This is an optimization exercise on Yosys and OpenROAD, whose aim is small area and a short achievable clock period, not a production implementation.
The RTL was checked by simulation tests, not by an equivalence proof against the original design.
The clock port is modelled as an ideal driver; clocking choices that lean on that would not hold on a real chip.

<file path="design/flow/constraint.sdc">
create_clock -name core_clock -period 180.0 [get_ports {clk}]
set_input_delay 36.0000 -clock core_clock [delete_from_list [all_inputs] [get_ports {clk}]]
set_output_delay 36.0000 -clock core_clock [all_outputs]
set_load 0.01 [all_outputs]
</file>
<file path="design/flow/flow/abc_area.script">
strash
dch
map -a
topo
stime -c
</file>
<file path="design/flow/flow/run.sh">
#!/bin/bash
# Own layout flow: the standard flow, except
#  - technology mapping by ABC without its blanket up-sizing (flow/abc_area.script),
#  - the smallest buffer cell on the input and output ports,
#  - timing repair aiming at a shorter period than the clock's, so that only
#    the critical paths get larger cells.
# Each tool's output goes to a log of its own in this folder.
set -euo pipefail
here=$(pwd)
margin=130
rm -rf "$here/scripts_own"
cp -r "$FLOW_HOME/scripts" "$here/scripts_own"
cp "$here/flow/abc_area.script" "$here/scripts_own/abc_area.script"
bash standard.sh SCRIPTS_DIR="$here/scripts_own" synth > "$here/synth.log" 2>&1
bash standard.sh "BUFFER_PORTS_ARGS=-buffer_cell sky130_fd_sc_hd__buf_1" \
    "SETUP_SLACK_MARGIN=$margin" finish > "$here/layout.log" 2>&1
</file>
<file path="design/flow/design.v">
module fpfp_divrows #(
    parameter HI = 25,
    parameter LO = 0
) (
    input  wire [7:0]     r_in,     
    input  wire [HI:LO]   x,        
    input  wire [7:0]     inj,      
    input  wire [6:0]     t7,       
    output reg  [7:0]     r_out,
    output reg  [HI:LO]   q
);
    reg [7:0] r, rn;
    reg [6:0] z, zn, m;
    reg       c, xb, ssel;
    integer k, i;
    always @* begin
        r = r_in;
        for (i = 0; i < 7; i = i + 1) z[i] = ~|(r_in & ((8'd2 << i) - 8'd1));
        for (k = HI; k >= LO; k = k - 1) begin
            xb = x[k];
            c  = r[7] | ((r[6] | (xb & inj[7])) & (~z[5] | (xb & ~inj[7])));
            q[k] = c;
            for (i = 0; i < 7; i = i + 1)
                m[i] = c ? (~xb & t7[i] & ((i < 2) ? 1'b1 : z[(i < 2) ? 0 : i-2]))
                         : (xb & inj[i]);
            rn[0] = m[0];
            for (i = 1; i < 7; i = i + 1) rn[i] = r[i-1] ^ m[i];
            rn[7] = c ? (r[7] & xb) : (r[6] | (xb & inj[7]));
            ssel = xb ? (c & ~r[7]) : ~c;
            if (ssel)            zn = {z[5:0], 1'b1};
            else if (xb & c)     zn = 7'h7F;
            else                 zn = ~t7;
            r = rn; z = zn;
        end
        r_out = r;
    end
endmodule
module fpfp_divconst (
    input  wire [2:0] h,
    output wire [7:0] inj,
    output wire [6:0] t7
);
    genvar i;
    generate
        for (i = 0; i < 8; i = i + 1) begin : g_inj
            assign inj[i] = (h == 3'd7 - i);
        end
        for (i = 0; i < 7; i = i + 1) begin : g_t7
            assign t7[i] = (h >= 3'd7 - i);
        end
    endgenerate
endmodule
module fpfp_frac_fin (
    input  wire        s,
    input  wire [7:0]  e,
    input  wire [23:0] M,        
    input  wire [2:0]  h,
    input  wire        sub,
    input  wire [25:0] Z,        
    input  wire        nz,       
    output wire [31:0] y
);
    wire        e_ff   = &e;
    wire        fz     = ~|M[22:0];
    wire        t_nan  = e_ff & ~fz;
    wire        t_inf  = e_ff & fz;
    wire        t_zero = ~M[23] & fz;
    wire [3:0]  eh     = {1'b0, e[2:0]} + {1'b0, h};
    wire        ovf    = (&e[7:3]) & (eh >= 4'd7);        
    wire        e1     = ~|e[7:1];
    wire [6:0]  hm    = ~(7'h7F >> h);
    wire        caseA = e1 | (|(M[22:16] & hm));
    wire [24:0] zh    = caseA ? {1'b0, Z[25:3], 1'b0} : {Z[25:3], 2'b00};
    wire [24:0] Mc    = caseA ? {1'b0, M} : {M, 1'b0};
    wire [7:0]  ebase = e1 ? 8'd0 : (e - {6'd0, ~caseA, caseA});
    wire [24:0] ym     = Mc - zh;
    wire [30:0] fr_hi  = {ebase + {6'd0, ym[24:23]}, ym[22:0]};
    wire [27:0] fr_up  = fr_hi[30:3] + 28'd1;
    wire [27:0] fr_dn  = fr_hi[30:3] - 28'd1;
    wire [4:0]  fr_lo;
    fpfp_round_fr u_rfr (.i({caseA, Z[2:0], nz, M[0], ym[2:0]}), .o(fr_lo));
    wire [30:0] fr_mag = {fr_lo[4] ? fr_dn : (fr_lo[3] ? fr_up : fr_hi[30:3]), fr_lo[2:0]};
    wire [21:0] zh_up = zh[24:3] + 22'd1;
    wire [21:0] zh_dn = zh[24:3] - 22'd1;
    wire [4:0]  df_lo;
    fpfp_round_df u_rdf (.i({caseA, Z[4:0], nz, M[0]}), .o(df_lo));
    wire [24:0] diff = {df_lo[4] ? zh_dn : (df_lo[3] ? zh_up : zh[24:3]), df_lo[2:0]};
    wire [7:0]  elim = ebase;
    wire [2:0]  sh   = ((elim[7:3] == 5'd0) && (elim[2:0] < h)) ? elim[2:0] : h;
    wire [24:0] dn   = diff << sh;
    wire [7:0]  se0  = elim - {5'd0, sh};
    wire [7:0]  se1  = se0 + 8'd1;
    wire [7:0]  se2  = se0 + 8'd2;
    wire [30:0] sub_mag = {dn[24] ? se2 : (dn[23] ? se1 : se0), dn[22:0]};
    wire        dnz  = |diff;
    reg [31:0] fr, sb;
    always @* begin
        if (t_nan)       fr = 32'h7FC00000;
        else if (t_inf)  fr = {s, 8'hFF, 23'd0};
        else if (t_zero) fr = {s, 31'd0};
        else if (ovf)    fr = {s, 8'hFF, 23'd0};
        else             fr = {s, fr_mag};
        if (t_nan | t_inf) sb = 32'h7FC00000;
        else if (t_zero)   sb = 32'd0;
        else if (ovf)      sb = {~s, 8'hFF, 23'd0};
        else               sb = {s & dnz, sub_mag};
    end
    assign y = sub ? sb : fr;
endmodule
module fpfp_round_fr (
    input  wire [8:0] i,
    output reg  [4:0] o       
);
    always @* begin
        case (i)
            9'd0: o = 5'd0;
            9'd1: o = 5'd1;
            9'd2: o = 5'd2;
            9'd3: o = 5'd3;
            9'd4: o = 5'd4;
            9'd5: o = 5'd5;
            9'd6: o = 5'd6;
            9'd7: o = 5'd7;
            9'd8: o = 5'd0;
            9'd9: o = 5'd1;
            9'd10: o = 5'd2;
            9'd11: o = 5'd3;
            9'd12: o = 5'd4;
            9'd13: o = 5'd5;
            9'd14: o = 5'd6;
            9'd15: o = 5'd7;
            9'd16: o = 5'd0;
            9'd17: o = 5'd1;
            9'd18: o = 5'd2;
            9'd19: o = 5'd3;
            9'd20: o = 5'd4;
            9'd21: o = 5'd5;
            9'd22: o = 5'd6;
            9'd23: o = 5'd7;
            9'd24: o = 5'd0;
            9'd25: o = 5'd1;
            9'd26: o = 5'd2;
            9'd27: o = 5'd3;
            9'd28: o = 5'd4;
            9'd29: o = 5'd5;
            9'd30: o = 5'd6;
            9'd31: o = 5'd7;
            9'd32: o = 5'd0;
            9'd33: o = 5'd1;
            9'd34: o = 5'd2;
            9'd35: o = 5'd3;
            9'd36: o = 5'd4;
            9'd37: o = 5'd5;
            9'd38: o = 5'd6;
            9'd39: o = 5'd7;
            9'd40: o = 5'd0;
            9'd41: o = 5'd1;
            9'd42: o = 5'd2;
            9'd43: o = 5'd3;
            9'd44: o = 5'd4;
            9'd45: o = 5'd5;
            9'd46: o = 5'd6;
            9'd47: o = 5'd7;
            9'd48: o = 5'd23;
            9'd49: o = 5'd0;
            9'd50: o = 5'd1;
            9'd51: o = 5'd2;
            9'd52: o = 5'd3;
            9'd53: o = 5'd4;
            9'd54: o = 5'd5;
            9'd55: o = 5'd6;
            9'd56: o = 5'd23;
            9'd57: o = 5'd0;
            9'd58: o = 5'd1;
            9'd59: o = 5'd2;
            9'd60: o = 5'd3;
            9'd61: o = 5'd4;
            9'd62: o = 5'd5;
            9'd63: o = 5'd6;
            9'd64: o = 5'd23;
            9'd65: o = 5'd0;
            9'd66: o = 5'd1;
            9'd67: o = 5'd2;
            9'd68: o = 5'd3;
            9'd69: o = 5'd4;
            9'd70: o = 5'd5;
            9'd71: o = 5'd6;
            9'd72: o = 5'd23;
            9'd73: o = 5'd0;
            9'd74: o = 5'd1;
            9'd75: o = 5'd2;
            9'd76: o = 5'd3;
            9'd77: o = 5'd4;
            9'd78: o = 5'd5;
            9'd79: o = 5'd6;
            9'd80: o = 5'd23;
            9'd81: o = 5'd0;
            9'd82: o = 5'd1;
            9'd83: o = 5'd2;
            9'd84: o = 5'd3;
            9'd85: o = 5'd4;
            9'd86: o = 5'd5;
            9'd87: o = 5'd6;
            9'd88: o = 5'd23;
            9'd89: o = 5'd0;
            9'd90: o = 5'd1;
            9'd91: o = 5'd2;
            9'd92: o = 5'd3;
            9'd93: o = 5'd4;
            9'd94: o = 5'd5;
            9'd95: o = 5'd6;
            9'd96: o = 5'd22;
            9'd97: o = 5'd23;
            9'd98: o = 5'd0;
            9'd99: o = 5'd1;
            9'd100: o = 5'd2;
            9'd101: o = 5'd3;
            9'd102: o = 5'd4;
            9'd103: o = 5'd5;
            9'd104: o = 5'd22;
            9'd105: o = 5'd23;
            9'd106: o = 5'd0;
            9'd107: o = 5'd1;
            9'd108: o = 5'd2;
            9'd109: o = 5'd3;
            9'd110: o = 5'd4;
            9'd111: o = 5'd5;
            9'd112: o = 5'd22;
            9'd113: o = 5'd23;
            9'd114: o = 5'd0;
            9'd115: o = 5'd1;
            9'd116: o = 5'd2;
            9'd117: o = 5'd3;
            9'd118: o = 5'd4;
            9'd119: o = 5'd5;
            9'd120: o = 5'd22;
            9'd121: o = 5'd23;
            9'd122: o = 5'd0;
            9'd123: o = 5'd1;
            9'd124: o = 5'd2;
            9'd125: o = 5'd3;
            9'd126: o = 5'd4;
            9'd127: o = 5'd5;
            9'd128: o = 5'd22;
            9'd129: o = 5'd23;
            9'd130: o = 5'd0;
            9'd131: o = 5'd1;
            9'd132: o = 5'd2;
            9'd133: o = 5'd3;
            9'd134: o = 5'd4;
            9'd135: o = 5'd5;
            9'd136: o = 5'd22;
            9'd137: o = 5'd23;
            9'd138: o = 5'd0;
            9'd139: o = 5'd1;
            9'd140: o = 5'd2;
            9'd141: o = 5'd3;
            9'd142: o = 5'd4;
            9'd143: o = 5'd5;
            9'd144: o = 5'd22;
            9'd145: o = 5'd23;
            9'd146: o = 5'd0;
            9'd147: o = 5'd1;
            9'd148: o = 5'd2;
            9'd149: o = 5'd3;
            9'd150: o = 5'd4;
            9'd151: o = 5'd5;
            9'd152: o = 5'd22;
            9'd153: o = 5'd23;
            9'd154: o = 5'd0;
            9'd155: o = 5'd1;
            9'd156: o = 5'd2;
            9'd157: o = 5'd3;
            9'd158: o = 5'd4;
            9'd159: o = 5'd5;
            9'd160: o = 5'd22;
            9'd161: o = 5'd23;
            9'd162: o = 5'd0;
            9'd163: o = 5'd1;
            9'd164: o = 5'd2;
            9'd165: o = 5'd3;
            9'd166: o = 5'd4;
            9'd167: o = 5'd5;
            9'd168: o = 5'd22;
            9'd169: o = 5'd23;
            9'd170: o = 5'd0;
            9'd171: o = 5'd1;
            9'd172: o = 5'd2;
            9'd173: o = 5'd3;
            9'd174: o = 5'd4;
            9'd175: o = 5'd5;
            9'd176: o = 5'd21;
            9'd177: o = 5'd22;
            9'd178: o = 5'd23;
            9'd179: o = 5'd0;
            9'd180: o = 5'd1;
            9'd181: o = 5'd2;
            9'd182: o = 5'd3;
            9'd183: o = 5'd4;
            9'd184: o = 5'd21;
            9'd185: o = 5'd22;
            9'd186: o = 5'd23;
            9'd187: o = 5'd0;
            9'd188: o = 5'd1;
            9'd189: o = 5'd2;
            9'd190: o = 5'd3;
            9'd191: o = 5'd4;
            9'd192: o = 5'd21;
            9'd193: o = 5'd22;
            9'd194: o = 5'd23;
            9'd195: o = 5'd0;
            9'd196: o = 5'd1;
            9'd197: o = 5'd2;
            9'd198: o = 5'd3;
            9'd199: o = 5'd4;
            9'd200: o = 5'd21;
            9'd201: o = 5'd22;
            9'd202: o = 5'd23;
            9'd203: o = 5'd0;
            9'd204: o = 5'd1;
            9'd205: o = 5'd2;
            9'd206: o = 5'd3;
            9'd207: o = 5'd4;
            9'd208: o = 5'd21;
            9'd209: o = 5'd22;
            9'd210: o = 5'd23;
            9'd211: o = 5'd0;
            9'd212: o = 5'd1;
            9'd213: o = 5'd2;
            9'd214: o = 5'd3;
            9'd215: o = 5'd4;
            9'd216: o = 5'd21;
            9'd217: o = 5'd22;
            9'd218: o = 5'd23;
            9'd219: o = 5'd0;
            9'd220: o = 5'd1;
            9'd221: o = 5'd2;
            9'd222: o = 5'd3;
            9'd223: o = 5'd4;
            9'd224: o = 5'd20;
            9'd225: o = 5'd21;
            9'd226: o = 5'd22;
            9'd227: o = 5'd23;
            9'd228: o = 5'd0;
            9'd229: o = 5'd1;
            9'd230: o = 5'd2;
            9'd231: o = 5'd3;
            9'd232: o = 5'd20;
            9'd233: o = 5'd21;
            9'd234: o = 5'd22;
            9'd235: o = 5'd23;
            9'd236: o = 5'd0;
            9'd237: o = 5'd1;
            9'd238: o = 5'd2;
            9'd239: o = 5'd3;
            9'd240: o = 5'd20;
            9'd241: o = 5'd21;
            9'd242: o = 5'd22;
            9'd243: o = 5'd23;
            9'd244: o = 5'd0;
            9'd245: o = 5'd1;
            9'd246: o = 5'd2;
            9'd247: o = 5'd3;
            9'd248: o = 5'd20;
            9'd249: o = 5'd21;
            9'd250: o = 5'd22;
            9'd251: o = 5'd23;
            9'd252: o = 5'd0;
            9'd253: o = 5'd1;
            9'd254: o = 5'd2;
            9'd255: o = 5'd3;
            9'd256: o = 5'd0;
            9'd257: o = 5'd1;
            9'd258: o = 5'd2;
            9'd259: o = 5'd3;
            9'd260: o = 5'd4;
            9'd261: o = 5'd5;
            9'd262: o = 5'd6;
            9'd263: o = 5'd7;
            9'd264: o = 5'd0;
            9'd265: o = 5'd1;
            9'd266: o = 5'd2;
            9'd267: o = 5'd3;
            9'd268: o = 5'd4;
            9'd269: o = 5'd5;
            9'd270: o = 5'd6;
            9'd271: o = 5'd7;
            9'd272: o = 5'd0;
            9'd273: o = 5'd1;
            9'd274: o = 5'd2;
            9'd275: o = 5'd3;
            9'd276: o = 5'd4;
            9'd277: o = 5'd5;
            9'd278: o = 5'd6;
            9'd279: o = 5'd7;
            9'd280: o = 5'd0;
            9'd281: o = 5'd1;
            9'd282: o = 5'd2;
            9'd283: o = 5'd3;
            9'd284: o = 5'd4;
            9'd285: o = 5'd5;
            9'd286: o = 5'd6;
            9'd287: o = 5'd7;
            9'd288: o = 5'd0;
            9'd289: o = 5'd1;
            9'd290: o = 5'd2;
            9'd291: o = 5'd3;
            9'd292: o = 5'd4;
            9'd293: o = 5'd5;
            9'd294: o = 5'd6;
            9'd295: o = 5'd7;
            9'd296: o = 5'd0;
            9'd297: o = 5'd1;
            9'd298: o = 5'd2;
            9'd299: o = 5'd3;
            9'd300: o = 5'd4;
            9'd301: o = 5'd5;
            9'd302: o = 5'd6;
            9'd303: o = 5'd7;
            9'd304: o = 5'd0;
            9'd305: o = 5'd1;
            9'd306: o = 5'd2;
            9'd307: o = 5'd3;
            9'd308: o = 5'd4;
            9'd309: o = 5'd5;
            9'd310: o = 5'd6;
            9'd311: o = 5'd7;
            9'd312: o = 5'd0;
            9'd313: o = 5'd1;
            9'd314: o = 5'd2;
            9'd315: o = 5'd3;
            9'd316: o = 5'd4;
            9'd317: o = 5'd5;
            9'd318: o = 5'd6;
            9'd319: o = 5'd7;
            9'd320: o = 5'd0;
            9'd321: o = 5'd1;
            9'd322: o = 5'd2;
            9'd323: o = 5'd3;
            9'd324: o = 5'd4;
            9'd325: o = 5'd5;
            9'd326: o = 5'd6;
            9'd327: o = 5'd7;
            9'd328: o = 5'd23;
            9'd329: o = 5'd0;
            9'd330: o = 5'd1;
            9'd331: o = 5'd2;
            9'd332: o = 5'd3;
            9'd333: o = 5'd4;
            9'd334: o = 5'd5;
            9'd335: o = 5'd6;
            9'd336: o = 5'd23;
            9'd337: o = 5'd0;
            9'd338: o = 5'd1;
            9'd339: o = 5'd2;
            9'd340: o = 5'd3;
            9'd341: o = 5'd4;
            9'd342: o = 5'd5;
            9'd343: o = 5'd6;
            9'd344: o = 5'd23;
            9'd345: o = 5'd0;
            9'd346: o = 5'd1;
            9'd347: o = 5'd2;
            9'd348: o = 5'd3;
            9'd349: o = 5'd4;
            9'd350: o = 5'd5;
            9'd351: o = 5'd6;
            9'd352: o = 5'd23;
            9'd353: o = 5'd0;
            9'd354: o = 5'd1;
            9'd355: o = 5'd2;
            9'd356: o = 5'd3;
            9'd357: o = 5'd4;
            9'd358: o = 5'd5;
            9'd359: o = 5'd6;
            9'd360: o = 5'd23;
            9'd361: o = 5'd0;
            9'd362: o = 5'd1;
            9'd363: o = 5'd2;
            9'd364: o = 5'd3;
            9'd365: o = 5'd4;
            9'd366: o = 5'd5;
            9'd367: o = 5'd6;
            9'd368: o = 5'd23;
            9'd369: o = 5'd0;
            9'd370: o = 5'd1;
            9'd371: o = 5'd2;
            9'd372: o = 5'd3;
            9'd373: o = 5'd4;
            9'd374: o = 5'd5;
            9'd375: o = 5'd6;
            9'd376: o = 5'd23;
            9'd377: o = 5'd0;
            9'd378: o = 5'd1;
            9'd379: o = 5'd2;
            9'd380: o = 5'd3;
            9'd381: o = 5'd4;
            9'd382: o = 5'd5;
            9'd383: o = 5'd6;
            9'd384: o = 5'd23;
            9'd385: o = 5'd0;
            9'd386: o = 5'd1;
            9'd387: o = 5'd2;
            9'd388: o = 5'd3;
            9'd389: o = 5'd4;
            9'd390: o = 5'd5;
            9'd391: o = 5'd6;
            9'd392: o = 5'd23;
            9'd393: o = 5'd0;
            9'd394: o = 5'd1;
            9'd395: o = 5'd2;
            9'd396: o = 5'd3;
            9'd397: o = 5'd4;
            9'd398: o = 5'd5;
            9'd399: o = 5'd6;
            9'd400: o = 5'd23;
            9'd401: o = 5'd0;
            9'd402: o = 5'd1;
            9'd403: o = 5'd2;
            9'd404: o = 5'd3;
            9'd405: o = 5'd4;
            9'd406: o = 5'd5;
            9'd407: o = 5'd6;
            9'd408: o = 5'd23;
            9'd409: o = 5'd0;
            9'd410: o = 5'd1;
            9'd411: o = 5'd2;
            9'd412: o = 5'd3;
            9'd413: o = 5'd4;
            9'd414: o = 5'd5;
            9'd415: o = 5'd6;
            9'd416: o = 5'd23;
            9'd417: o = 5'd0;
            9'd418: o = 5'd1;
            9'd419: o = 5'd2;
            9'd420: o = 5'd3;
            9'd421: o = 5'd4;
            9'd422: o = 5'd5;
            9'd423: o = 5'd6;
            9'd424: o = 5'd23;
            9'd425: o = 5'd0;
            9'd426: o = 5'd1;
            9'd427: o = 5'd2;
            9'd428: o = 5'd3;
            9'd429: o = 5'd4;
            9'd430: o = 5'd5;
            9'd431: o = 5'd6;
            9'd432: o = 5'd23;
            9'd433: o = 5'd0;
            9'd434: o = 5'd1;
            9'd435: o = 5'd2;
            9'd436: o = 5'd3;
            9'd437: o = 5'd4;
            9'd438: o = 5'd5;
            9'd439: o = 5'd6;
            9'd440: o = 5'd23;
            9'd441: o = 5'd0;
            9'd442: o = 5'd1;
            9'd443: o = 5'd2;
            9'd444: o = 5'd3;
            9'd445: o = 5'd4;
            9'd446: o = 5'd5;
            9'd447: o = 5'd6;
            9'd448: o = 5'd22;
            9'd449: o = 5'd23;
            9'd450: o = 5'd0;
            9'd451: o = 5'd1;
            9'd452: o = 5'd2;
            9'd453: o = 5'd3;
            9'd454: o = 5'd4;
            9'd455: o = 5'd5;
            9'd456: o = 5'd23;
            9'd457: o = 5'd0;
            9'd458: o = 5'd1;
            9'd459: o = 5'd2;
            9'd460: o = 5'd3;
            9'd461: o = 5'd4;
            9'd462: o = 5'd5;
            9'd463: o = 5'd6;
            9'd464: o = 5'd22;
            9'd465: o = 5'd23;
            9'd466: o = 5'd0;
            9'd467: o = 5'd1;
            9'd468: o = 5'd2;
            9'd469: o = 5'd3;
            9'd470: o = 5'd4;
            9'd471: o = 5'd5;
            9'd472: o = 5'd22;
            9'd473: o = 5'd23;
            9'd474: o = 5'd0;
            9'd475: o = 5'd1;
            9'd476: o = 5'd2;
            9'd477: o = 5'd3;
            9'd478: o = 5'd4;
            9'd479: o = 5'd5;
            9'd480: o = 5'd22;
            9'd481: o = 5'd23;
            9'd482: o = 5'd0;
            9'd483: o = 5'd1;
            9'd484: o = 5'd2;
            9'd485: o = 5'd3;
            9'd486: o = 5'd4;
            9'd487: o = 5'd5;
            9'd488: o = 5'd22;
            9'd489: o = 5'd23;
            9'd490: o = 5'd0;
            9'd491: o = 5'd1;
            9'd492: o = 5'd2;
            9'd493: o = 5'd3;
            9'd494: o = 5'd4;
            9'd495: o = 5'd5;
            9'd496: o = 5'd22;
            9'd497: o = 5'd23;
            9'd498: o = 5'd0;
            9'd499: o = 5'd1;
            9'd500: o = 5'd2;
            9'd501: o = 5'd3;
            9'd502: o = 5'd4;
            9'd503: o = 5'd5;
            9'd504: o = 5'd22;
            9'd505: o = 5'd23;
            9'd506: o = 5'd0;
            9'd507: o = 5'd1;
            9'd508: o = 5'd2;
            9'd509: o = 5'd3;
            9'd510: o = 5'd4;
            9'd511: o = 5'd5;
            default: o = 5'd0;
        endcase
    end
endmodule
module fpfp_round_df (
    input  wire [7:0] i,
    output reg  [4:0] o       
);
    always @* begin
        case (i)
            8'd0: o = 5'd0;
            8'd1: o = 5'd0;
            8'd2: o = 5'd0;
            8'd3: o = 5'd0;
            8'd4: o = 5'd0;
            8'd5: o = 5'd0;
            8'd6: o = 5'd1;
            8'd7: o = 5'd1;
            8'd8: o = 5'd1;
            8'd9: o = 5'd1;
            8'd10: o = 5'd1;
            8'd11: o = 5'd1;
            8'd12: o = 5'd2;
            8'd13: o = 5'd2;
            8'd14: o = 5'd2;
            8'd15: o = 5'd2;
            8'd16: o = 5'd2;
            8'd17: o = 5'd2;
            8'd18: o = 5'd2;
            8'd19: o = 5'd2;
            8'd20: o = 5'd2;
            8'd21: o = 5'd2;
            8'd22: o = 5'd3;
            8'd23: o = 5'd3;
            8'd24: o = 5'd3;
            8'd25: o = 5'd3;
            8'd26: o = 5'd3;
            8'd27: o = 5'd3;
            8'd28: o = 5'd4;
            8'd29: o = 5'd4;
            8'd30: o = 5'd4;
            8'd31: o = 5'd4;
            8'd32: o = 5'd4;
            8'd33: o = 5'd4;
            8'd34: o = 5'd4;
            8'd35: o = 5'd4;
            8'd36: o = 5'd4;
            8'd37: o = 5'd4;
            8'd38: o = 5'd5;
            8'd39: o = 5'd5;
            8'd40: o = 5'd5;
            8'd41: o = 5'd5;
            8'd42: o = 5'd5;
            8'd43: o = 5'd5;
            8'd44: o = 5'd6;
            8'd45: o = 5'd6;
            8'd46: o = 5'd6;
            8'd47: o = 5'd6;
            8'd48: o = 5'd6;
            8'd49: o = 5'd6;
            8'd50: o = 5'd6;
            8'd51: o = 5'd6;
            8'd52: o = 5'd6;
            8'd53: o = 5'd6;
            8'd54: o = 5'd7;
            8'd55: o = 5'd7;
            8'd56: o = 5'd7;
            8'd57: o = 5'd7;
            8'd58: o = 5'd7;
            8'd59: o = 5'd7;
            8'd60: o = 5'd8;
            8'd61: o = 5'd8;
            8'd62: o = 5'd8;
            8'd63: o = 5'd8;
            8'd64: o = 5'd0;
            8'd65: o = 5'd0;
            8'd66: o = 5'd0;
            8'd67: o = 5'd0;
            8'd68: o = 5'd0;
            8'd69: o = 5'd0;
            8'd70: o = 5'd1;
            8'd71: o = 5'd1;
            8'd72: o = 5'd1;
            8'd73: o = 5'd1;
            8'd74: o = 5'd1;
            8'd75: o = 5'd1;
            8'd76: o = 5'd2;
            8'd77: o = 5'd2;
            8'd78: o = 5'd2;
            8'd79: o = 5'd2;
            8'd80: o = 5'd2;
            8'd81: o = 5'd2;
            8'd82: o = 5'd2;
            8'd83: o = 5'd2;
            8'd84: o = 5'd2;
            8'd85: o = 5'd2;
            8'd86: o = 5'd3;
            8'd87: o = 5'd3;
            8'd88: o = 5'd3;
            8'd89: o = 5'd3;
            8'd90: o = 5'd3;
            8'd91: o = 5'd3;
            8'd92: o = 5'd4;
            8'd93: o = 5'd4;
            8'd94: o = 5'd4;
            8'd95: o = 5'd4;
            8'd96: o = 5'd4;
            8'd97: o = 5'd4;
            8'd98: o = 5'd4;
            8'd99: o = 5'd4;
            8'd100: o = 5'd4;
            8'd101: o = 5'd4;
            8'd102: o = 5'd5;
            8'd103: o = 5'd5;
            8'd104: o = 5'd5;
            8'd105: o = 5'd5;
            8'd106: o = 5'd5;
            8'd107: o = 5'd5;
            8'd108: o = 5'd6;
            8'd109: o = 5'd6;
            8'd110: o = 5'd6;
            8'd111: o = 5'd6;
            8'd112: o = 5'd6;
            8'd113: o = 5'd6;
            8'd114: o = 5'd6;
            8'd115: o = 5'd6;
            8'd116: o = 5'd6;
            8'd117: o = 5'd6;
            8'd118: o = 5'd7;
            8'd119: o = 5'd7;
            8'd120: o = 5'd7;
            8'd121: o = 5'd7;
            8'd122: o = 5'd7;
            8'd123: o = 5'd7;
            8'd124: o = 5'd8;
            8'd125: o = 5'd8;
            8'd126: o = 5'd8;
            8'd127: o = 5'd8;
            8'd128: o = 5'd0;
            8'd129: o = 5'd0;
            8'd130: o = 5'd0;
            8'd131: o = 5'd0;
            8'd132: o = 5'd0;
            8'd133: o = 5'd0;
            8'd134: o = 5'd0;
            8'd135: o = 5'd0;
            8'd136: o = 5'd0;
            8'd137: o = 5'd1;
            8'd138: o = 5'd1;
            8'd139: o = 5'd1;
            8'd140: o = 5'd1;
            8'd141: o = 5'd1;
            8'd142: o = 5'd1;
            8'd143: o = 5'd1;
            8'd144: o = 5'd1;
            8'd145: o = 5'd1;
            8'd146: o = 5'd1;
            8'd147: o = 5'd1;
            8'd148: o = 5'd1;
            8'd149: o = 5'd1;
            8'd150: o = 5'd1;
            8'd151: o = 5'd1;
            8'd152: o = 5'd2;
            8'd153: o = 5'd1;
            8'd154: o = 5'd2;
            8'd155: o = 5'd2;
            8'd156: o = 5'd2;
            8'd157: o = 5'd2;
            8'd158: o = 5'd2;
            8'd159: o = 5'd2;
            8'd160: o = 5'd2;
            8'd161: o = 5'd2;
            8'd162: o = 5'd2;
            8'd163: o = 5'd2;
            8'd164: o = 5'd2;
            8'd165: o = 5'd2;
            8'd166: o = 5'd2;
            8'd167: o = 5'd2;
            8'd168: o = 5'd2;
            8'd169: o = 5'd3;
            8'd170: o = 5'd3;
            8'd171: o = 5'd3;
            8'd172: o = 5'd3;
            8'd173: o = 5'd3;
            8'd174: o = 5'd3;
            8'd175: o = 5'd3;
            8'd176: o = 5'd3;
            8'd177: o = 5'd3;
            8'd178: o = 5'd3;
            8'd179: o = 5'd3;
            8'd180: o = 5'd3;
            8'd181: o = 5'd3;
            8'd182: o = 5'd3;
            8'd183: o = 5'd3;
            8'd184: o = 5'd4;
            8'd185: o = 5'd3;
            8'd186: o = 5'd4;
            8'd187: o = 5'd4;
            8'd188: o = 5'd4;
            8'd189: o = 5'd4;
            8'd190: o = 5'd4;
            8'd191: o = 5'd4;
            8'd192: o = 5'd4;
            8'd193: o = 5'd4;
            8'd194: o = 5'd4;
            8'd195: o = 5'd4;
            8'd196: o = 5'd4;
            8'd197: o = 5'd4;
            8'd198: o = 5'd4;
            8'd199: o = 5'd4;
            8'd200: o = 5'd4;
            8'd201: o = 5'd5;
            8'd202: o = 5'd5;
            8'd203: o = 5'd5;
            8'd204: o = 5'd5;
            8'd205: o = 5'd5;
            8'd206: o = 5'd5;
            8'd207: o = 5'd5;
            8'd208: o = 5'd5;
            8'd209: o = 5'd5;
            8'd210: o = 5'd5;
            8'd211: o = 5'd5;
            8'd212: o = 5'd5;
            8'd213: o = 5'd5;
            8'd214: o = 5'd5;
            8'd215: o = 5'd5;
            8'd216: o = 5'd6;
            8'd217: o = 5'd5;
            8'd218: o = 5'd6;
            8'd219: o = 5'd6;
            8'd220: o = 5'd6;
            8'd221: o = 5'd6;
            8'd222: o = 5'd6;
            8'd223: o = 5'd6;
            8'd224: o = 5'd6;
            8'd225: o = 5'd6;
            8'd226: o = 5'd6;
            8'd227: o = 5'd6;
            8'd228: o = 5'd6;
            8'd229: o = 5'd6;
            8'd230: o = 5'd6;
            8'd231: o = 5'd6;
            8'd232: o = 5'd6;
            8'd233: o = 5'd7;
            8'd234: o = 5'd7;
            8'd235: o = 5'd7;
            8'd236: o = 5'd7;
            8'd237: o = 5'd7;
            8'd238: o = 5'd7;
            8'd239: o = 5'd7;
            8'd240: o = 5'd7;
            8'd241: o = 5'd7;
            8'd242: o = 5'd7;
            8'd243: o = 5'd7;
            8'd244: o = 5'd7;
            8'd245: o = 5'd7;
            8'd246: o = 5'd7;
            8'd247: o = 5'd7;
            8'd248: o = 5'd8;
            8'd249: o = 5'd7;
            8'd250: o = 5'd8;
            8'd251: o = 5'd8;
            8'd252: o = 5'd8;
            8'd253: o = 5'd8;
            8'd254: o = 5'd8;
            8'd255: o = 5'd8;
            default: o = 5'd0;
        endcase
    end
endmodule
module fixed_point_field_packer #(
    parameter W_REGION = 4
) (
    input  wire                clk,
    input  wire                rst,           
    input  wire                req_valid,
    input  wire [31:0]         cmd,
    input  wire [63:0]         a,
    input  wire [63:0]         b,
    input  wire [63:0]         f_pt,
    input  wire [63:0]         f_eta,
    input  wire [63:0]         f_phi,
    input  wire [63:0]         f_hoe,
    input  wire [63:0]         f_hoeflag,
    input  wire [63:0]         f_iso,
    input  wire [63:0]         f_isoflag,
    input  wire [63:0]         f_fb,
    input  wire [63:0]         f_timing,
    input  wire [63:0]         f_shapeflag,
    input  wire [63:0]         f_brems,
    input  wire [W_REGION-1:0] f_region,
    output reg                 rsp_valid,
    output reg                 o_illegal,
    output wire [63:0]         o_word,
    output wire [W_REGION-1:0] o_region,
    output wire [64:0]         o_ival,
    output reg                 o_sign,
    output wire [63:0]         o_mag,
    output wire                o_ok,
    output wire [31:0]         o_fval,
    output wire [11:0]         d_pt,
    output wire [31:0]         d_ptfloat,
    output wire [15:0]         d_eta,
    output wire [15:0]         d_phi,
    output wire [15:0]         d_etatc,
    output wire [15:0]         d_phitc,
    output wire                d_etasign,
    output wire                d_phisign,
    output wire [6:0]          d_etamag,
    output wire [5:0]          d_phimag,
    output wire [3:0]          d_hoe,
    output wire [1:0]          d_hoeflag,
    output wire [2:0]          d_iso,
    output wire [1:0]          d_isoflag,
    output wire [5:0]          d_fb,
    output wire [4:0]          d_timing,
    output wire [1:0]          d_shapeflag,
    output wire [1:0]          d_brems,
    output wire                d_isostandalone,
    output wire                d_isoloosetrack,
    output wire                d_shapestandalone,
    output wire                d_shapeloosetrack,
    output wire [W_REGION-1:0] d_region,
    output wire [31:0]         e_hwpt,
    output wire [15:0]         e_hweta,
    output wire [15:0]         e_hwphi,
    output wire                e_isembigger,
    output wire [2:0]          e_hoecode,
    output wire [31:0]         e_hwempt
);
    localparam KDIV = 8;    
    localparam OP_EXTU  = 5'h00, OP_EXTSM = 5'h01, OP_EXTTC = 5'h02,
               OP_PACKU = 5'h03, OP_SMENC = 5'h04, OP_SMDEC = 5'h05,
               OP_ENCPF = 5'h08, OP_ENCV1 = 5'h09, OP_ENCV2 = 5'h0A,
               OP_ENCV3 = 5'h0B, OP_DECPF = 5'h0C, OP_DECV1 = 5'h0D,
               OP_DECV2 = 5'h0E, OP_DECV3 = 5'h0F, OP_CHKPF = 5'h10,
               OP_CHKV1 = 5'h11, OP_CHKV2 = 5'h12, OP_CHKV3 = 5'h13,
               OP_ZERO  = 5'h14, OP_FRAC  = 5'h18, OP_SPLIT = 5'h19,
               OP_EMUEM = 5'h1A, OP_EMUHD = 5'h1B;
    wire [4:0] op  = cmd[4:0];
    wire [5:0] off = cmd[10:5];
    wire [6:0] wid = cmd[17:11];
    wire [5:0] sbp = cmd[23:18];
    wire [7:0] rsv = cmd[31:24];
    wire [7:0] ow  = {2'b00, off} + {1'b0, wid};
    reg legal;
    always @* begin
        if (rsv != 8'd0) legal = 1'b0;
        else case (op)
            OP_EXTU, OP_PACKU:
                legal = (sbp == 6'd0) && (ow <= 8'd64);
            OP_EXTTC:
                legal = (sbp == 6'd0) && (ow <= 8'd64) && (wid != 7'd0);
            OP_EXTSM:
                legal = (ow <= 8'd64) && !((sbp >= off) && ({2'b00, sbp} < ow));
            OP_SMENC, OP_SMDEC:
                legal = (off == 6'd0) && (sbp == 6'd0) && (wid <= 7'd64);
            OP_ENCPF, OP_ENCV1, OP_ENCV2, OP_ENCV3,
            OP_DECPF, OP_DECV1, OP_DECV2, OP_DECV3,
            OP_CHKPF, OP_CHKV1, OP_CHKV2, OP_CHKV3,
            OP_ZERO, OP_FRAC, OP_SPLIT, OP_EMUEM, OP_EMUHD:
                legal = (cmd[23:5] == 19'd0);
            default:
                legal = 1'b0;
        endcase
    end
    wire is_extsm = (op == OP_EXTSM);
    wire is_exttc = (op == OP_EXTTC);
    wire is_pack  = (op == OP_PACKU);
    wire is_smenc = (op == OP_SMENC);
    wire is_smdec = (op == OP_SMDEC);
    wire is_enc   = (op[4:2] == 3'b010);
    wire is_dec   = (op[4:2] == 3'b011);
    wire is_emu   = (op[4:1] == 4'b1101);
    wire keep_a   = is_dec | (op[4] & (op[3:2] != 2'b01));    
    wire [7:0]  mn    = is_pack ? {1'b0, wid} : (keep_a ? 8'd64 : ow);
    wire       m_all = |mn[7:6];
    reg [7:0]  m_hi, m_heq, m_lo;
    reg [63:0] mask;
    integer t;
    always @* begin
        for (t = 0; t < 8; t = t + 1) begin
            m_hi[t]  = m_all | (mn[5:3] > t[2:0]);
            m_heq[t] = ~m_all & (mn[5:3] == t[2:0]);
            m_lo[t]  = mn[2:0] > t[2:0];
        end
        for (t = 0; t < 64; t = t + 1)
            mask[t] = m_hi[t/8] | (m_heq[t/8] & m_lo[t%8]);
    end
    wire [63:0] am    = a & mask;
    wire [5:0]  bidx  = is_extsm ? sbp : (ow[5:0] - 6'd1);
    wire        bsel  = a[bidx];                    
    wire        inv   = is_extsm ? ~bsel :
                        is_smdec ? ~b[0] :
                        is_smenc ? (a[63] & (|am)) : 1'b0;
    wire        fill  = is_exttc ? bsel : (inv & ~is_smenc);
    wire        inc   = inv;
    wire        eta_pos = !f_eta[63] && (f_eta != 64'd0);
    wire [6:0]  eta_abs = f_eta[63] ? (7'd0 - f_eta[6:0]) : f_eta[6:0];
    wire        phi_pos = !f_phi[63] && (f_phi != 64'd0);
    wire [5:0]  phi_abs = f_phi[63] ? (6'd0 - f_phi[5:0]) : f_phi[5:0];
    wire [63:0] enc_pf = {34'd0, f_hoe[3:0], f_phi[6:0], f_eta[6:0], f_pt[11:0]};
    wire [63:0] enc_v1 = {12'd0, f_brems[1:0], f_shapeflag[1:0], f_timing[4:0],
                          f_fb[5:0], f_isoflag[1:0], f_iso[2:0], f_hoeflag[1:0],
                          f_hoe[3:0], f_phi[6:0], f_eta[6:0], f_pt[11:0]};
    wire [63:0] enc_v3 = {11'd0, f_brems[1:0], f_shapeflag[1:0], f_timing[4:0],
                          f_fb[5:0], f_isoflag[1:0], f_iso[2:0], f_hoeflag[1:0],
                          f_hoe[3:0], phi_pos, phi_abs, eta_pos, eta_abs,
                          f_pt[11:0]};
    wire [63:0] enc_w  = (op[1:0] == 2'b00) ? enc_pf :
                         (op[1:0] == 2'b11) ? enc_v3 : enc_v1;
    reg [63:0] pre;
    integer i;
    always @* begin
        for (i = 0; i < 64; i = i + 1) begin
            if (is_enc)       pre[i] = enc_w[63-i];
            else if (is_pack) pre[i] = am[63-i];
            else              pre[i] = mask[i] ? (a[i] ^ inv) : fill;
        end
    end
    wire [127:0] shx = {{64{fill}}, pre} >> off;
    reg [3:0]  pmsb;
    integer j;
    always @* begin
        pmsb = 4'd0;
        for (j = 0; j < 12; j = j + 1)
            if (a[j]) pmsb = j[3:0];
    end
    wire [11:0] pnrm = a[11:0] << (4'd11 - pmsb);
    wire [63:0] a_in = {(is_dec | is_emu) ? pnrm[10:0] : shx[63:53], shx[52:0]};
    wire [2:0]  fh   = op[1] ? a[30:28] : (op[0] ? b[3:1] : b[2:0]);
    wire        fsub = op[1] ? ~a[27] : (op[0] & ~b[0]);
    wire [23:0] fm   = op[1] ? {|a[11:0], pnrm[10:0], 12'd0} : {|a[30:23], a[22:0]};
    wire [7:0]  inj_p;
    wire [6:0]  t7_p;
    fpfp_divconst u_dc_p (.h(fh), .inj(inj_p), .t7(t7_p));
    wire [7:0]  r_p;
    wire [25:KDIV] q_p;
    wire [25:0] x_p = {fm, 2'b00};
    fpfp_divrows #(.HI(25), .LO(KDIV)) u_rows_p (
        .r_in(8'd0), .x(x_p[25:KDIV]), .inj(inj_p), .t7(t7_p),
        .r_out(r_p), .q(q_p)
    );
    reg [63:0]     A;
    reg            r_fill, r_inc;
    reg [1:0]      r_op;
    reg [W_REGION-1:0] r_region;
    reg [2:0]      r_h;
    reg            r_sub;
    reg [7:0]      r_rem;
    reg [25:KDIV]  r_q;
    always @(posedge clk) begin
        if (rst) rsp_valid <= 1'b0;
        else     rsp_valid <= req_valid;
    end
    always @(posedge clk) begin
        o_illegal <= !legal;
        o_sign    <= !a[63] && (a != 64'd0);
        A         <= a_in;
        r_fill    <= fill;
        r_inc     <= inc;
        r_op      <= op[1:0];
        r_region  <= f_region;
        r_h       <= fh;
        r_sub     <= fsub;
        r_rem     <= r_p;
        r_q       <= q_p;
    end
    genvar g;
    generate
        for (g = 0; g < 64; g = g + 1) begin : g_rev
            assign o_word[g] = A[63-g];
        end
    endgenerate
    reg [7:0]  byte_ones;
    reg [8:0]  byte_c;
    reg [64:0] ival;
    reg        run;
    integer u, v;
    always @* begin
        for (u = 0; u < 8; u = u + 1) byte_ones[u] = &A[8*u +: 8];
        byte_c[0] = r_inc;
        for (u = 0; u < 8; u = u + 1) byte_c[u+1] = byte_c[u] & byte_ones[u];
        for (u = 0; u < 8; u = u + 1) begin
            run = byte_c[u];
            for (v = 0; v < 8; v = v + 1) begin
                ival[8*u+v] = A[8*u+v] ^ run;
                run = run & A[8*u+v];
            end
        end
        ival[64] = r_fill ^ byte_c[8];
    end
    assign o_ival   = ival;
    assign o_mag    = o_ival[63:0];
    assign o_region = r_region;
    assign d_region = r_region;
    wire r_v3 = (r_op == 2'b11);
    wire r_v2 = (r_op == 2'b10);
    wire r_pf = (r_op == 2'b00);
    assign o_ok = (A[63:52] == 12'd0) && (!r_pf || (A[51:31] == 21'd0));
    reg [3:0] qmsb;
    integer m;
    always @* begin
        qmsb = 4'd0;
        for (m = 0; m < 12; m = m + 1)
            if (A[m]) qmsb = m[3:0];
    end
    wire        pt_nz  = |A[11:0];
    wire [7:0]  pt_exp = pt_nz ? (8'd126 + {4'd0, qmsb}) : 8'd0;
    wire [31:0] ptf    = {1'b0, pt_exp, A[63:53], 12'd0};
    wire [6:0]  eta_m  = A[18:12];
    wire [5:0]  phi_m  = A[25:20];
    wire [15:0] v3_eta = A[19] ? {9'd0, eta_m} : (16'd0 - {9'd0, eta_m});
    wire [15:0] v3_phi = A[26] ? {10'd0, phi_m} : (16'd0 - {10'd0, phi_m});
    assign d_pt      = A[11:0];
    assign d_ptfloat = ptf;
    assign d_eta     = r_v3 ? v3_eta :
                       r_v2 ? {8'd0, A[19:12]} : {9'd0, A[18:12]};
    assign d_phi     = r_v3 ? v3_phi :
                       r_pf ? {{9{A[25]}}, A[25:19]} : {9'd0, A[25:19]};
    assign d_etatc   = r_v2 ? {{8{A[19]}}, A[19:12]} : {{9{A[18]}}, A[18:12]};
    assign d_phitc   = {{9{A[25]}}, A[25:19]};
    assign d_etasign = A[19];
    assign d_phisign = A[26];
    assign d_etamag  = A[18:12];
    assign d_phimag  = A[25:20];
    assign d_hoe       = r_v3 ? A[30:27] : A[29:26];
    assign d_hoeflag   = r_v3 ? A[32:31] : A[31:30];
    assign d_iso       = r_v3 ? A[35:33] : A[34:32];
    assign d_isoflag   = r_v3 ? A[37:36] : A[36:35];
    assign d_fb        = r_v3 ? A[43:38] : A[42:37];
    assign d_timing    = r_v3 ? A[48:44] : A[47:43];
    assign d_shapeflag = r_v3 ? A[50:49] : A[49:48];
    assign d_brems     = r_v3 ? A[52:51] : A[51:50];
    assign d_isostandalone   = d_isoflag[0];
    assign d_isoloosetrack   = d_isoflag[1];
    assign d_shapestandalone = d_shapeflag[0];
    assign d_shapeloosetrack = d_shapeflag[1];
    assign e_hwpt       = ptf;
    assign e_hweta      = {v3_eta[13:0], 2'b00};
    assign e_hwphi      = {v3_phi[13:0], 2'b00};
    assign e_isembigger = A[27];
    assign e_hoecode    = A[30:28];
    wire        f_emu = r_op[1];
    wire [23:0] fm_q  = f_emu ? {pt_nz, A[63:53], 12'd0} : {|A[30:23], A[22:0]};
    wire [7:0]  fe_q  = f_emu ? pt_exp : A[30:23];
    wire        fs_q  = ~f_emu & A[31];
    wire [7:0]  inj_q;
    wire [6:0]  t7_q;
    fpfp_divconst u_dc_q (.h(r_h), .inj(inj_q), .t7(t7_q));
    wire [7:0]  r_f;
    wire [25:0] zq;
    wire [25:0] x_q = {fm_q, 2'b00};
    fpfp_divrows #(.HI(KDIV-1), .LO(0)) u_rows_q (
        .r_in(r_rem), .x(x_q[KDIV-1:0]), .inj(inj_q), .t7(t7_q),
        .r_out(r_f), .q(zq[KDIV-1:0])
    );
    assign zq[25:KDIV] = r_q;
    wire [31:0] fr_y;
    fpfp_frac_fin u_fin (
        .s(fs_q), .e(fe_q), .M(fm_q), .h(r_h), .sub(r_sub),
        .Z(zq), .nz(|r_f), .y(fr_y)
    );
    assign o_fval   = fr_y;
    assign e_hwempt = fr_y;
endmodule
</file>
<file path="design/flow/config.mk">
export PLATFORM = sky130hd
export DESIGN_NAME = fixed_point_field_packer
export DESIGN_NICKNAME = fixed_point_field_packer
export VERILOG_FILES = /design/flow/design.v
export SDC_FILE = /design/flow/constraint.sdc
export NUM_CORES = 4
export LEC_CHECK = 0
export ABC_AREA = 1
export CAP_MARGIN = 20
export CORE_AREA = 2.3 2.72 431.02 429.76
export CTS_CLUSTER_DIAMETER = 40
export CTS_CLUSTER_SIZE = 8
export DIE_AREA = 0 0 433.33 433.33
export PLACE_DENSITY = 0.35
export SLEW_MARGIN = 20
</file>
<file path="design/flow/standard.sh">
#!/bin/bash
# synth_recipe.tcl (not shown) runs the flow's synth.tcl, then flattens the netlist and writes it again
# the make line also repeats each setting of config.mk as NAME=value (left out here)
make -C /OpenROAD-flow-scripts/flow DESIGN_CONFIG=/design/flow/config.mk WORK_HOME=/design/flow/orfs CLKGATE_MAP_FILE= SYNTH_SCRIPT=/design/flow/synth_recipe.tcl "${@:-finish}"
</file>
==> results of run 1 <==
==> through the flow <==
stage / instances / util (%)
4_1_cts: 8045 / 18.9
6_report: 8110 / 19.5
3_3_place_gp: 7851 / 17.5
2_1_floorplan: 4780 / -
5_1_grt: 8107 / 19.5
3_5_place_dp: 7851 / 17.5
==> routing by layer <==
metal / share of wire (%) / vias to the layer above
li1: - / 18000
met1: 39 / 17500
met2: 48 / 1396
met3: 4.5 / 324
met4: 8.0 / 8
met5: 0.029 / -
==> worst max-delay path by stage <==
stage | start | end | cells after the start
final | a[2] | r_rem[3] | 128
after global routing | a[2] | r_rem[3] | 128
after CTS | cmd[0] | r_rem[5] | 120
after detailed placement | cmd[1] | r_rem[3] | 120
after global placement | cmd[1] | r_rem[3] | 120
after floorplan | cmd[0] | r_rem[3] | 117
==> critical path: cells and delay by family <==
| family | cells | cell delay, ps |
|---|---|---|
| compound gates | 48 | 5530 |
| xor+xnor | 8 | 1350 |
| buf+inv | 27 | 2750 |
| simple gates | 45 | 5380 |
==> cell type report <==
| type | instances | area [um^2] |
|---|---|---|
| repair inverters | 3 | 26.3 |
| inverters | 611 | 2550 |
| diodes | 14 | 35.0 |
| multi-input cells | 3811 | 22000 |
| flip-flops and latches | 105 | 2100 |
| clock inverters | 7 | 91.3 |
| repair buffers | 1086 | 5560 |
| fillers | 21500 | 147000 |
| well taps | 2464 | 3080 |
| clock buffers | 9 | 225 |
==> timing repair <==
| item | 4_1_cts | 5_1_grt |
|---|---|---|
| gates cloned | 8 | 1 |
| endpoints found under the setup margin | 79 | 67 |
| setup buffers | 170 | 50 |
| gates resized for setup | 245 | 167 |
| pin swaps | 56 | 63 |
==> state kept, by name, indices dropped and copies added (netlist names) <==
name	flops
A	64
o_illegal	1
o_sign	1
r_fill	1
r_h	3
r_inc	1
r_op	2
r_q	18
r_region	4
r_rem	8
r_sub	1
rsp_valid	1
==> cell usage in the layout, fill, tap and decap left out, types with 21 or more instances in the layout <==
master	instances
a21oi_1	317
a221oi_1	21
a22oi_1	60
a31oi_1	40
buf_1	716
buf_4	347
clkinv_1	538
clkinv_4	22
conb_1	31
dfxtp_1	103
ha_1	126
mux2i_1	24
nand2_1	932
nand2_2	33
nand2_4	24
nand3_1	115
nand4_1	62
nor2_1	509
nor2_2	33
nor2_4	34
nor3_1	79
nor4_1	64
o211ai_1	45
o21ai_0	625
o21ai_1	33
o21ai_2	32
o221ai_1	28
o22ai_1	71
o32ai_1	27
xnor2_1	46
xor2_1	173
==> cells by family after synthesis <==
family / share of synthesized area [%]
and+or+nand+nor: 30.0
buffers and inverters: 15.9
DFF: 7.92
xor gates and xnor gates: 7.32
AOI/OAI and AO/OA: 31.5
other: 0.0141
muxes: 0.905
adders and majority gates: 6.39
==> run summary, run 1 <==
- Outcome: no timing/DRC/antenna violations
- Most numerous cell in the Yosys netlist: nand2_1
- Num rows: between 150 and 200
- Vias in the first global route: ~35k
- Ys flop type: dfxtp_1
- Placed Area: between 0.03 and 0.04 mm^2
- Hold Path Class: input pin to flip-flop
- Initial antenna violation count: 29
- Synth Instances: 4750
- Yosys reg bits: between 100 and 150
- Met1 GRT Util: 23.2%
- WS Path Type: input pin to flip-flop
- CP max stage delay: 260 ps
- Layout cells sized above 1: about an eighth
- Vias: 37.2k
- Post-Syn Area: between 0.02 and 0.03 mm^2
- Drt first-iter violations: roughly 2.9k
- Hpwl dp: 161000 um
- CP required: around 180000 ps
- Grt met3 use: under 10%
- Global route overflow: 0
- Die area: about 0.19 mm^2
- CP endpoint kind: flip-flop
- Htree depth: 3
- Max Fanout on Critical Path: 7
- Root Buffer: clkbuf_16
- Initial Util: between 10% and 20%
- Die width: roughly 430 um
- Setup_tns: 0 ps
- Worst rel slew slack: roughly 18%
- Vias/cell: about 4.6
- DR WL/cell: roughly 24 um
- Nets: around 6.6k
- Syn Area/Cell: ~5.6 um^2
- Post-synthesis async set-or-reset flop share: 0%
- Final worst setup slack: 129150 ps
- Crit-path most repeated cell: nand2_4
- Fin area: 0.0356 mm^2
- Leading cell types by count after synthesis: nand2_1, o21ai_0, clkinv_1
- GP Congestion: between 0.9 and 1
- # hold bufs at CTS: 0
- Tcrit/Tclk final: about 28%
- TritonCTS clock tree: built
- GRT Total Usage: between 10% and 20%
- Sequential area share after synthesis: a little under 8%
- WHS Path Cells: 1
- Die Span Y: between 400 and 500 um
- Final max-slew violation count: 0
- Hold Vio Cnt, Final: 0
- Area growth syn-to-layout: 34.2%
- Remaining antenna violation count: 0
- Clk slew on worst S/H paths: approximately 100 ps
- Final Critical Period: around 50000 ps
- Startpoint Class: input pin
- Critical Path Slowest Stage Cell: a22oi_2
- Io pins: around 1.4k
- Highest clock rate: 0.0197 GHz
- DP Worst Slack: 123560 ps
- Number of synthesized flops with an enable pin: 0
- Setup repair after global routing missed its margin: yes
- Routed wire length: approximately 200000 um
- Yosys top cell by area: nand2_1
- Drc violations: 0
- Hold Path Sink: r_region[1]
- DRT Pass-1 Iters: 6
- Hold WS: approximately 36000 ps
- Global-route track usage on met2: approximately a third
- First-pass GRT wire length: between 200000 and 300000 um
- Crit path DAT: approximately 51000 ps
- GR peak layer: met2
- Clk buf depth: 2
- Number of buffers created by CTS: 9
- IO buf count: about 730
- Max Cap Viol: 0
- Clock Sink Count: 105
- Finish-stage setup viols: 0
- HP Start: f_region[1]
- Yosys Warn Count: 6
- Top cells by area, synth: nand2_1, o21ai_0, clkinv_1
- CORE AREA: roughly 0.18 mm^2
- Largest net degree at the start of global routing: 83
- Synth top area share: between 10 and 15%
- Synth unique cells: 50
- Worst-Margin Slew: 1220 ps
==> inputs of run 2 (changes only) <==
--- a/design/flow/flow/run.sh
+++ b/design/flow/flow/run.sh
@@ -7,7 +7,7 @@
 # Each tool's output goes to a log of its own in this folder.
 set -euo pipefail
 here=$(pwd)
-margin=130
+margin=124
 rm -rf "$here/scripts_own"
 cp -r "$FLOW_HOME/scripts" "$here/scripts_own"
 cp "$here/flow/abc_area.script" "$here/scripts_own/abc_area.script"
==> design/flow/flow/abc_area.script (replaced) <==
&get -n
&st
&dch
&nf
&put
topo
stime -c
--- a/design/flow/config.mk
+++ b/design/flow/config.mk
@@ -11,5 +11,5 @@
 export CTS_CLUSTER_DIAMETER = 40
 export CTS_CLUSTER_SIZE = 8
 export DIE_AREA = 0 0 433.33 433.33
-export PLACE_DENSITY = 0.35
+export PLACE_DENSITY = 0.6
 export SLEW_MARGIN = 20
==> run summary, run 2 <==
- Outcome: no timing/DRC/antenna violations
- WS Path Type: input pin to flip-flop
- Final max-slew violation count: 0 (unchanged)
- Most frequent cells in the layout: buf_1, nand2_1, a21oi_1
- Final Critical Period: 54790 ps (+3940 ps)
- # Post-CTS Setup Buffers: 0 (-100%)
- GRT Total Usage: 19.3% (-0.68 points)
- Leading cell types by count after synthesis: nand2_1, a21oi_1, nor2_1
- GP Congestion: 0.996 (+5.4%)
- Top cells by area, synth: mux2i_1, a21oi_1, nand2_1
- Die width: 433 um (unchanged)
- Fin area: 0.0321 mm^2 (-10%)
- Critical Path Slowest Stage Cell: nor3_1
- Clock Sink Count: 105 (unchanged)
- Max Fanout on Critical Path: 14 (+7)
- Hold Vio Cnt, Final: 0 (unchanged)
- Num rows: 157 (unchanged)
- Area growth syn-to-layout: 21.4%
- Synth unique cells: 73 (+46%)
- Synth Instances: 3976 (-16%)
- Sequential area share after synthesis: 7.96% (+0.045 points)
- Global route overflow: 0 (unchanged)
- Vias: 35.2k (-5.5%)
- Yosys reg bits: 105 (unchanged)
- First-pass GRT wire length: 255000 um (-4.4%)
- IO buf count: 732 (unchanged)
- Top reg by flops: A
- Worst-Margin Slew: 1150 ps (-70.7 ps)
- Vias/cell: 4.93 (+7.4%)
- Post-Syn Area: 0.0264 mm^2 (-0.57%)
- Yosys top cell by area: mux2i_1
- Startpoint Class: input pin
- Placed Area: 0.0316 mm^2 (-1.6%)
- DP Worst Slack: 124080 ps (+523 ps)
- CP max stage delay: 760 ps (+500 ps)
- DRT Pass-1 Iters: 6 (unchanged)
- Max Cap Viol: 0 (unchanged)
- Io pins: 1361 (unchanged)
- # fillers: 21.3k (-1.2%)
- Nets: 5642 (-15%)
- Clk buf depth: 2 (unchanged)
- Most numerous cell in the Yosys netlist: nand2_1
- Synth top area share: 8.83% (-5.2 points)
- Die Span Y: 433 um (unchanged)
- Die area: 0.188 mm^2 (unchanged)
- Drc violations: 0 (unchanged)
- CP endpoint kind: flip-flop
- Highest clock rate: 0.0183 GHz (-7.2%)
- Biggest regs: A x64, r_q x18, r_rem x8
- Hold Path Sink: r_region[2]
- Tcrit/Tclk final: 30.4% (+2.2 points)
- Finish-stage setup viols: 0 (unchanged)
- TritonCTS clock tree: built
- # hold bufs at CTS: 0 (unchanged)
- Commonest non-fill, non-tap cell in the layout: buf_1
- Ys flop type: dfxtp_1
- Finished Layout Cells: 7137 (-12%)
- Max reg flops: 64 (unchanged)
- Post-synthesis async set-or-reset flop share: 0% (unchanged)
- Htree depth: 3 (unchanged)
- Number of synthesized flops with an enable pin: 0 (unchanged)
- Initial antenna violation count: 43 (+48%)
- Root Buffer: clkbuf_16
- Number of buffers created by CTS: 9 (unchanged)
- Final worst setup slack: 125210 ps (-3940 ps)
- HP Start: f_region[2]
- Vias in the first global route: 31.6k (-9.3%)
- Crit path DAT: 55130 ps (+3990 ps)
- Drt first-iter violations: 3693 (+26%)
- CP required: 180340 ps (+60 ps)
- Hold Path Class: input pin to flip-flop
- Setup repair after global routing missed its margin: no
- Placed Cells: 7092 (-9.7%)
- Setup_tns: 0 ps (unchanged)
- DR WL/cell: 26.8 um (+11%)
- Routed wire length: 191000 um (-2.4%)
- Initial Util: 14.4% (-0.083 points)
- WHS Path Cells: 1 (unchanged)
- Worst rel slew slack: 22.8% (+5.0 points)
- Yosys Warn Count: 6 (unchanged)
- Remaining antenna violation count: 0 (unchanged)
- Syn Area/Cell: 6.64 um^2 (+19%)
- Hpwl dp: 157000 um (-2.5%)
- Largest net degree at the start of global routing: 84 (+1.2%)
- CORE AREA: 0.183 mm^2 (unchanged)
- Clk slew on worst S/H paths: 100 ps (about the same)
- Layout cells sized above 1: 4.26% (-9.1 points)
run 2: through the flow:
| step | hold WS [ps] | utilization (%) |
|---|---|---|
| 4_1_cts | 35680 | 17.4 |
| 3_3_place_gp | 36090 | 17.3 |
| 6_report | 35690 | 17.5 |
| 5_1_grt | 35690 | 17.5 |
| 3_5_place_dp | 36100 | 17.3 |
| 2_1_floorplan | 36030 | - |
run 2: worst max path at each step:
stage | start | endpoint | slack (ps) | cells after the start
final | a[11] | r_rem[1] | 125210 | 64
after CTS | a[11] | r_rem[1] | 124400 | 64
after global routing | a[3] | r_rem[6] | 123980 | 67
after detailed placement | a[11] | r_rem[1] | 124080 | 64
after floorplan | cmd[0] | r_rem[1] | 126050 | 61
after global placement | a[11] | r_rem[1] | 124400 | 64
run 2: timing repair:
action,in CTS,in global routing
resized for setup,0,13
hold endpoints to repair,0,0
setup endpoints to repair,0,10
run 2: area by class of cell:
cell class | count | area, um^2 | share of cell area [%]
Antenna cell | 29 | 72.6 | 0.226
Clock buffer | 9 | 225 | 0.703
Clock inverter | 7 | 91.3 | 0.285
Inverter | 108 | 405 | 1.26
Multi-Input combinational cell | 3535 | 22200 | 69.3
Sequential cell | 105 | 2100 | 6.57
Tap cell | 2464 | 3080 | 9.62
Timing Repair Buffer | 880 | 3870 | 12.1
run 2: layer usage:
| layer | vias to the layer above | share of wire (%) | track usage (%) |
|---|---|---|---|
| met4 | 10 | 7.0 | 13.0 |
| met3 | 375 | 9.0 | 4.59 |
| li1 | 15900 | - | - |
| met2 | 2073 | 46 | 31.0 |
| met1 | 16800 | 38 | 22.5 |
| met5 | - | 0.10 | 0.859 |
run 2: cell families (layout without fill, tap and decap cells):
group	Yosys count	after routing	synth area share, %
flops	105	105	7.96
other cells	1	60	0.0142
compound gates	1316	1316	30.6
xor+xnor	310	310	10.3
buf+inv	366	1004	8.87
mux	296	296	11.5
simple gates	1450	1450	24.3
fa+ha+maj	132	132	6.43
run 2: worst max-delay path: cells and delay by family:
family	cells	cell delay [ps]
AOI/OAI and AO/OA	32	10290
xor gates and xnor gates	6	1240
buffers and inverters	6	1840
muxes	3	940
and+or+nand+nor	17	4760
==> inputs of run 3 (changes only) <==
--- a/design/flow/flow/run.sh
+++ b/design/flow/flow/run.sh
@@ -7,10 +7,10 @@
 # Each tool's output goes to a log of its own in this folder.
 set -euo pipefail
 here=$(pwd)
-margin=124
+margin=130
 rm -rf "$here/scripts_own"
 cp -r "$FLOW_HOME/scripts" "$here/scripts_own"
 cp "$here/flow/abc_area.script" "$here/scripts_own/abc_area.script"
 bash standard.sh SCRIPTS_DIR="$here/scripts_own" synth > "$here/synth.log" 2>&1
 bash standard.sh "BUFFER_PORTS_ARGS=-buffer_cell sky130_fd_sc_hd__buf_1" \
-    "SETUP_SLACK_MARGIN=$margin" finish > "$here/layout.log" 2>&1
+    "SETUP_SLACK_MARGIN=$margin" "PRE_CTS_TCL=$here/flow/pre_cts.tcl" finish > "$here/layout.log" 2>&1
==> design/flow/flow/pre_cts.tcl (new file) <==
set_max_fanout 8 [current_design]
--- a/design/flow/config.mk
+++ b/design/flow/config.mk
@@ -11,5 +11,5 @@
 export CTS_CLUSTER_DIAMETER = 40
 export CTS_CLUSTER_SIZE = 8
 export DIE_AREA = 0 0 433.33 433.33
-export PLACE_DENSITY = 0.6
+export PLACE_DENSITY = 0.35
 export SLEW_MARGIN = 20
==> run summary, run 3 <==
- Top reg by flops: A
- Finish-stage setup viols: 0 (unchanged)
- Clock Sink Count: 105 (unchanged)
- Initial Util: 14.4% (unchanged)
- Initial antenna violation count: 36 (-16%)
- DRT Pass-1 Iters: 8 (+2)
- Synth top area share: 8.83% (unchanged)
- Worst rel slew slack: 28.5% (+5.7 points)
- Final Core Density: 21.7% (+4.2 points)
- Hold Path Class: input pin to flip-flop
- Most numerous cell in the Yosys netlist: nand2_1
- Biggest regs: A x64, r_q x18, r_rem x8
- Tcrit/Tclk final: 28.2% (-2.2 points)
- Hold Vio Cnt, Final: 0 (unchanged)
- Setup_tns: 0 ps (unchanged)
- Crit path DAT: 51090 ps (-4040 ps)
- Max Fanout on Critical Path: 8 (-6)
- Syn Area/Cell: 6.64 um^2 (unchanged)
- Die Span Y: 433 um (unchanged)
- WS Path Type: input pin to flip-flop
- Top cells by area, synth: mux2i_1, a21oi_1, nand2_1
- Final max-slew violation count: 0 (unchanged)
- Num rows: 157 (unchanged)
- GRT Total Usage: 19.8% (+0.53 points)
- Vias/cell: 4.89 (-0.72%)
- Sequential area share after synthesis: 7.96% (unchanged)
- WHS Path Cells: 1 (unchanged)
- GP Congestion: 0.915 (-8.2%)
- Critical Path Slowest Stage Cell: a21boi_0
- Number of buffers created by CTS: 17 (+8)
- Drt first-iter violations: 3528 (-4.5%)
- HP Start: f_region[1]
- Yosys reg bits: 105 (unchanged)
- Remaining antenna violation count: 0 (unchanged)
- Vias: 37.8k (+7.6%)
- Max Cap Viol: 0 (unchanged)
- Placed Area: 0.0320 mm^2 (+1.2%)
- Yosys Warn Count: 6 (unchanged)
- Highest clock rate: 0.0197 GHz (+8.0%)
- Outcome: no timing/DRC/antenna violations
- DR WL/cell: 27.8 um (+3.6%)
- IO buf count: 732 (unchanged)
- CORE AREA: 0.183 mm^2 (unchanged)
- Hold Path Sink: r_region[1]
- Hold WS: 35620 ps (-68.9 ps)
- Worst-Margin Slew: 1060 ps (-85.8 ps)
- Die width: 433 um (unchanged)
- Routed wire length: 215000 um (+12%)
- Global route overflow: 0 (unchanged)
- Area growth syn-to-layout: 50.7%
- Crit-path most repeated cell: buf_12
- Hpwl dp: 158000 um (+0.52%)
- # hold bufs at CTS: 0 (unchanged)
- CP required: 180350 ps (about the same)
- Clk slew on worst S/H paths: 70 ps (-30 ps)
- Final Critical Period: 50740 ps (-4050 ps)
- CP endpoint kind: flip-flop
- Startpoint Class: input pin
- Synth unique cells: 73 (unchanged)
- Die area: 0.188 mm^2 (unchanged)
- Setup repair after global routing missed its margin: yes
- Fin area: 0.0398 mm^2 (+24%)
- Io pins: 1361 (unchanged)
- Synth Instances: 3976 (unchanged)
- Largest net degree at the start of global routing: 61 (-27%)
- Leading cell types by count after synthesis: nand2_1, a21oi_1, nor2_1
- CP max stage delay: 440 ps (-320 ps)
- Max reg flops: 64 (unchanged)
- Post-synthesis async set-or-reset flop share: 0% (unchanged)
- TritonCTS clock tree: built
- Ys flop type: dfxtp_1
- Vias in the first global route: 32.3k (+2.2%)
- Nets: 6251 (+11%)
- Most frequent cells in the layout: buf_1, nand2_1, a21oi_1
- Commonest non-fill, non-tap cell in the layout: buf_1
- Number of synthesized flops with an enable pin: 0 (unchanged)
- Drc violations: 0 (unchanged)
- Layout cells sized above 1: 13.9% (+9.6 points)
- First-pass GRT wire length: 263000 um (+3.1%)
- Post-Syn Area: 0.0264 mm^2 (unchanged)
- Yosys top cell by area: mux2i_1
run 3: cell counts after synthesis:
Identical to the previous run, type by type.
run 3: stage by stage:
stage               setup slack, ps  instances
global placement             125680       7096
CTS                          129590       7220
finish                       129260       7732
floorplan                    129990       4006
global route                 128730       7725
detailed placement           125750       7096
run 3: repair_timing:
action / 4_1_cts / 5_1_grt
resized for setup: 228 / 517
endpoints found under the setup margin: 76 / 148
pin swaps: 93 / 121
gates cloned: 0 / 0
buffers inserted: 99 / 86
run 3: kinds of logic (layout without fill, tap and decap cells):
family | Yosys count | after routing | synth area share (%)
fa+ha+maj | 132 | 132 | 6.43
xor+xnor | 310 | 310 | 10.3
flops | 105 | 105 | 7.96
other cells | 1 | 45 | 0.0142
compound gates | 1316 | 1316 | 30.6
buf+inv | 366 | 1614 | 8.87
mux | 296 | 296 | 11.5
simple gates | 1450 | 1450 | 24.3
run 3: metal layers:
layer | up-vias | routed length (um) | share of wire, % | track usage [%]
li1 | 17100 | - | - | -
met1 | 18300 | 86200 | 40 | 24.9
met2 | 1970 | 98200 | 46 | 32.2
met3 | 396 | 16400 | 7.6 | 3.53
met4 | 12 | 14100 | 6.6 | 10.0
met5 | - | 94 | 0.044 | 0.572
run 3: final cells by class:
class	count	area (um^2)
Sequential cell	105	2110
Inverter	108	467
Antenna cell	14	35.0
Multi-Input combinational cell	3535	24000
Timing Repair Buffer	1481	9620
Tap cell	2464	3080
Clock buffer	25	455
Fill cell	20900	143000
run 3: critical path, delay by kind of cell:
kind                      cells  cell delay [ps]
AOI/OAI and AO/OA            31             7890
xor gates and xnor gates      6              980
buffers and inverters        21             2630
muxes                         4              970
and+or+nand+nor              17             2600
run 3: worst max-delay path by stage:
stage,startpoint,end,slack [ps],depth (start not counted)
after detailed placement,r_h[0],e_hwempt[29],125750,63
after global routing,cmd[0],r_rem[5],128730,80
after CTS,a[2],r_rem[5],129590,68
final,cmd[1],r_rem[5],129260,79
after global placement,r_h[0],o_fval[29],125680,63
after floorplan,a[2],r_rem[1],129990,63

==> afterwards: timing with drivers on the ports <==
Ports are ideal in the flow. The routed layouts listed here were re-timed in OpenROAD.
Step 1: set_driving_cell puts a clkbuf_16 on clk and a buf_2 on each other input, an assumption about the parent block.
Step 2 times the ports against the registers' clock, not the clock port: input delays grow and output delays shrink by t, the midpoint of the rising clock arrivals with the driver on.
a / b / c = no drivers / after step 1 / after step 2; a / b = the first two.
run	t (ns)	slack for setup (ns)	worst hold slack (ns)	worst data-port slew with drivers (ns)	cell pins on the clock port's net
run 1	0.488	129.149 / 129.078 / 128.591	35.664 / 35.629 / 36.116	0.17	1
run 2	0.487	125.208 / 125.229 / 124.742	35.690 / 35.634 / 36.121	0.20	1
run 3	0.538	129.256 / 129.193 / 128.655	35.621 / 35.575 / 36.113	0.21	1
After both steps setup and hold are still met in every run listed. The setup slack of run 3, which loses most, moves by -0.063 ns with the drivers and by -0.601 ns with both steps.
